What follows belongs to an exercise in optimizing a design on an open flow for small area, a short achievable clock period and few clock cycles; a production flow would make more cautious choices. The RTL was checked by simulation tests, not by an equivalence proof against the original design. The flow treats the clock pin as an ideal source. Dropping or thinning the clock tree relies on that and would not hold on a real chip. Power is estimated from default activity; no workload was simulated.

==> flow/design.v (excerpt) <==
module pyfpga_codec (
    input  wire        clk,
    input  wire        rst,           
    input  wire        cmd_valid,
    input  wire [49:0] cmd_word,      
    output wire        cmd_ready,
    output wire        rsp_valid,
    output wire [2:0]  rsp_status,
    output wire [31:0] rsp_data,
    output wire        tx_valid,
    output wire [7:0]  tx_data,
    output wire        link_poll,
    input  wire [7:0]  link_avail,
    output wire        rx_pop,
    input  wire [7:0]  rx_byte
);
    reg         ready;        
    reg         txv;          
    reg         poll;         
    reg         pop;          
    reg         rspv;         
    reg  [3:0]  cnt;          
    reg         vphase;       
    reg         plst;         
    reg         rxl;          
    reg         mv;           
    reg  [1:0]  op;
    reg  [12:0] ahi;          
    reg  [2:0]  pa;           
    reg  [31:0] pd;           
    reg  [7:0]  txq;
    reg  [2:0]  st;
    wire        op_ok    = cmd_word[49] | cmd_word[48];
    wire        accept   = cmd_valid & ready & op_ok;
    wire        wvw      = op[1] & op[0] & ~vphase;   
    wire        zd       = ~op[1] | vphase;           
    wire        av_hi0, av_mid0, av_lo0, avail_ok;
    pyfpga_codec_nor3  u_av_hi  (.a(link_avail[7]), .b(link_avail[6]), .c(link_avail[5]), .y(av_hi0));
    pyfpga_codec_nor2  u_av_mid (.a(link_avail[4]), .b(link_avail[3]), .y(av_mid0));
    pyfpga_codec_nand3 u_av_lo  (.a(link_avail[2]), .b(link_avail[1]), .c(link_avail[0]), .y(av_lo0));
    pyfpga_codec_nand3 u_av     (.a(av_hi0), .b(av_mid0), .c(av_lo0), .y(avail_ok));
    wire [3:0]  cnt_inc  = {cnt[3] ^ (cnt[2] & cnt[1] & cnt[0]), cnt[2] ^ (cnt[1] & cnt[0]),
                            cnt[1] ^ cnt[0], ~cnt[0]};
    wire        tx_last  = (cnt[2:0] == 3'd7);
    wire        rx_last  = (cnt[2:0] == 3'd6);
  ...
clock: 4.5 ns
lec_check: 0
cap_margin: 20
core_margin: 2
core_utilization: 65
place_density: 0.75
setup_slack_margin: 2.84
slew_margin: 20
synth_hierarchical: 1
synth_minimum_keep_size: 0
standard.sh (not shown) runs the stock make flow with config.mk's settings and CLKGATE_MAP_FILE= SYNTH_SCRIPT=/design/flow/synth_recipe.tcl, a recipe that flattens the netlist after the stock synthesis.
==> flow/flow/run.sh <==
#!/bin/bash
set -euo pipefail
here=$(pwd)
bash standard.sh "BUFFER_PORTS_ARGS=-buffer_cell sky130_fd_sc_hd__buf_1" \
  "PRE_CTS_TCL=$here/flow/flat_cts.tcl" finish > standard_flow.log 2>&1
==> flow/flow/flat_cts.tcl <==
set nbuf 3
if {[info exists ::env(CTS_FLAT_BUFS)]} { set nbuf $::env(CTS_FLAT_BUFS) }
set block [ord::get_db_block]
set db [ord::get_db]
set clk_port [lindex [all_clocks] 0]
set clk_name [get_property [lindex [get_property $clk_port sources] 0] name]
set clk_net [$block findNet $clk_name]
set master [$db findMaster sky130_fd_sc_hd__clkbuf_16]

# the clock pins the port drives, sorted by x
set sinks {}
foreach it [$clk_net getITerms] {
  set inst [$it getInst]
  set loc [$inst getLocation]
  lappend sinks [list [lindex $loc 0] [lindex $loc 1] $it]
}
set sinks [lsort -integer -index 0 $sinks]
set n [llength $sinks]
puts "flat_cts: $n clock pins, $nbuf buffers"

for {set k 0} {$k < $nbuf} {incr k} {
  set lo [expr {$k * $n / $nbuf}]
  set hi [expr {($k + 1) * $n / $nbuf - 1}]
  set grp [lrange $sinks $lo $hi]
  set sx 0; set sy 0
  foreach s $grp { incr sx [lindex $s 0]; incr sy [lindex $s 1] }
  set cx [expr {$sx / [llength $grp]}]
  set cy [expr {$sy / [llength $grp]}]
  set buf [odb::dbInst_create $block $master "clkbuf_flat_$k"]
  set net [odb::dbNet_create $block "clknet_flat_$k"]
  $net setSigType CLOCK
  [$buf findITerm A] connect $clk_net
  [$buf findITerm X] connect $net
  foreach s $grp {
    set it [lindex $s 2]
    $it disconnect
    $it connect $net
  }
  $buf setLocation $cx $cy
  $buf setPlacementStatus PLACED
  puts "flat_cts: clkbuf_flat_$k drives [llength $grp] pins from ($cx, $cy)"
}
$clk_net setSigType CLOCK

# TritonCTS is not run: the tree above is the clock tree
proc clock_tree_synthesis {args} { puts "flat_cts: clock_tree_synthesis skipped" }
set_propagated_clock [all_clocks]
Testbench counts at the start, summed over its fixed seeds: cycles 68,159.
Edit:
- SETUP_SLACK_MARGIN: 2.84 -> 2.92
=>
- The changed run produced a clean layout
- die area is unchanged
- setup slack gains 39 ps
- synthesized area does not change
- routed wire length is higher by a few percent
- sequential power stays flat
- flip-flop and latch count is unchanged
Edit:
- SETUP_SLACK_MARGIN: 2.92 -> 2.88
=> The new run went through all stages and came out clean. Routed wire length goes down slightly. Die area is unchanged. Clock power is higher by a few percent. Utilization shrinks by 2.4 points. Power came out lower slightly.
In every run of this note, the design's own scripts or RTL, not TritonCTS, make the clock network.

Setup of JK:
pyfpga_codec, a different RTL version from the one above (not shown whole).
Size in the first run: roughly 340 cells after synthesis, ~76 flip-flops, roughly 120 I/O pins, about 0.0035 mm^2 of cells after synthesis.
export LEC_CHECK = 0
export CAP_MARGIN = 20
export CORE_MARGIN = 2
export CORE_UTILIZATION = 40
export PLACE_DENSITY = 0.6
export SETUP_SLACK_MARGIN = 2.72
export SLEW_MARGIN = 20
export SYNTH_HIERARCHICAL = 1
export SYNTH_MINIMUM_KEEP_SIZE = 0
create_clock -name core_clock -period 4.5 [get_ports {clk}]
==> flow/flow/run.sh <==
#!/bin/bash
set -euo pipefail
bash standard.sh "BUFFER_PORTS_ARGS=-buffer_cell sky130_fd_sc_hd__buf_1" finish > standard_flow.log 2>&1
JK reached the final stage; the timing, design-rule and antenna checks on its layout passed.
Testbench counts of JK, summed over its fixed seeds: cycles 68,159.
What MS does differently from JK at the input level:
==> flow/run.sh (new file) <==
#!/bin/bash
# synth_recipe.tcl (not shown) runs the flow's synth.tcl, then flattens the netlist and writes it again
# the make line also repeats each setting of config.mk as NAME=value (left out here)
make -C /OpenROAD-flow-scripts/flow DESIGN_CONFIG=/design/flow/config.mk WORK_HOME=/design/flow/orfs CLKGATE_MAP_FILE= SYNTH_SCRIPT=/design/flow/synth_recipe.tcl finish
removed: flow/flow/run.sh
removed: flow/standard.sh
## What came out
- The flow did not stop early for MS: all stages ran, and the layout cleared the timing, design-rule and antenna checks.
- Diff MS and JK: half-perimeter wire length of the detailed placement result higher in MS
- Sequential share of layout area ended up 4.6 points lower on MS than on JK.
- MS: clock buffer count is 1 lower than what JK reported.
- MS and JK ended up with nearly the same clock latency of the later-clocked register in the worst-skew pair.
- Any difference in number of distinct standard cells referenced by the synthesized netlist between JK and MS is small enough to ignore.
- Compared with JK, in MS total length of routed wires went up by 7.5%, core utilization went up by 6.3 points, synthesized area was more or less identical, routed via count went up by 3.2%.
- The register-to-register slack of MS was superior to that of JK.
- JK and MS ended up with roughly the same minimum clock period after layout.
Here is what was changed in the inputs of AL compared with MS.
- SETUP_SLACK_MARGIN: 2.72 -> 2.6
==> flow/flow/run.sh (new file) <==
#!/bin/bash
set -euo pipefail
bash standard.sh "BUFFER_PORTS_ARGS=-buffer_cell sky130_fd_sc_hd__buf_1" finish > standard_flow.log 2>&1
==> flow/standard.sh (new file) <==
#!/bin/bash
# synth_recipe.tcl (not shown) runs the flow's synth.tcl, then flattens the netlist and writes it again
# the make line also repeats each setting of config.mk as NAME=value (left out here)
make -C /OpenROAD-flow-scripts/flow DESIGN_CONFIG=/design/flow/config.mk WORK_HOME=/design/flow/orfs CLKGATE_MAP_FILE= SYNTH_SCRIPT=/design/flow/synth_recipe.tcl "${@:-finish}"
removed: flow/run.sh
==> comparison <==
- From MS to AL the numbers moved as follows: total power lower, setup slack after layout lower, power density over the cells higher, global-route usage lower, via count lower.
- Comparing MS and AL, the higher number of fill cells is on AL.
- Of MS and AL, AL shows the lower wire length after detailed routing, with MS above it.
--- input diff AL..TR ---
- SETUP_SLACK_MARGIN changed from 2.6 to 2.9
==> flow/run.sh (new file) <==
#!/bin/bash
# synth_recipe.tcl (not shown) runs the flow's synth.tcl, then flattens the netlist and writes it again
# the make line also repeats each setting of config.mk as NAME=value (left out here)
make -C /OpenROAD-flow-scripts/flow DESIGN_CONFIG=/design/flow/config.mk WORK_HOME=/design/flow/orfs CLKGATE_MAP_FILE= SYNTH_SCRIPT=/design/flow/synth_recipe.tcl finish
removed: flow/flow/run.sh
removed: flow/standard.sh
[summary]
Every stage of the flow completed for TR, and the final layout passed the timing, design-rule and antenna checks.
The higher transition time at the pin with the least slew margin came out of AL.
Compared with AL, in TR cell area +about 34%; number of nets at the end of the flow +about 9%.

port drivers added, routing unchanged:
Ports are ideal in the flow. The routed layouts listed here were re-timed in OpenROAD.
Step 1, drivers: a clkbuf_16 drives clk and a buf_2 each remaining input, both assumed.
Step 2 adds t to the input delays and takes it off the output delays; t is the mean of the earliest and latest rising clock arrival at the registers after step 1. Input paths then give back, and output paths get back, about the clock's delay inside the block.
a / b / c = ideal ports / drivers / drivers and shift; a / b = the first two.
| run | t, ns | setup WS [ns] | slew at the worst register clock pin (ns) | pins driven straight from the clock port |
|---|---|---|---|---|
| the first run of note 1 | 0.212 | 2.853 / 2.815 / 2.667 | 0.10 / 0.10 | 3 |
| the second run of note 1 | 0.210 | 2.893 / 2.838 / 2.710 | 0.09 / 0.09 | 3 |
| the third run of note 1 | 0.211 | 2.812 / 2.827 / 2.636 | 0.10 / 0.10 | 3 |
| JK | 0.372 | 2.769 / 2.736 / 2.446 | 0.08 / 0.08 | 1 |
| MS | 0.369 | 2.769 / 2.735 / 2.435 | 0.08 / 0.08 | 1 |
| AL | 0.377 | 2.639 / 2.606 / 2.415 | 0.08 / 0.08 | 1 |
| TR | 0.374 | 2.785 / 2.752 / 2.427 | 0.08 / 0.08 | 1 |
After both steps every run listed still meets setup and hold. For TR, which loses most, drivers alone change the setup slack by -0.033 ns; drivers and shift together by -0.358 ns.
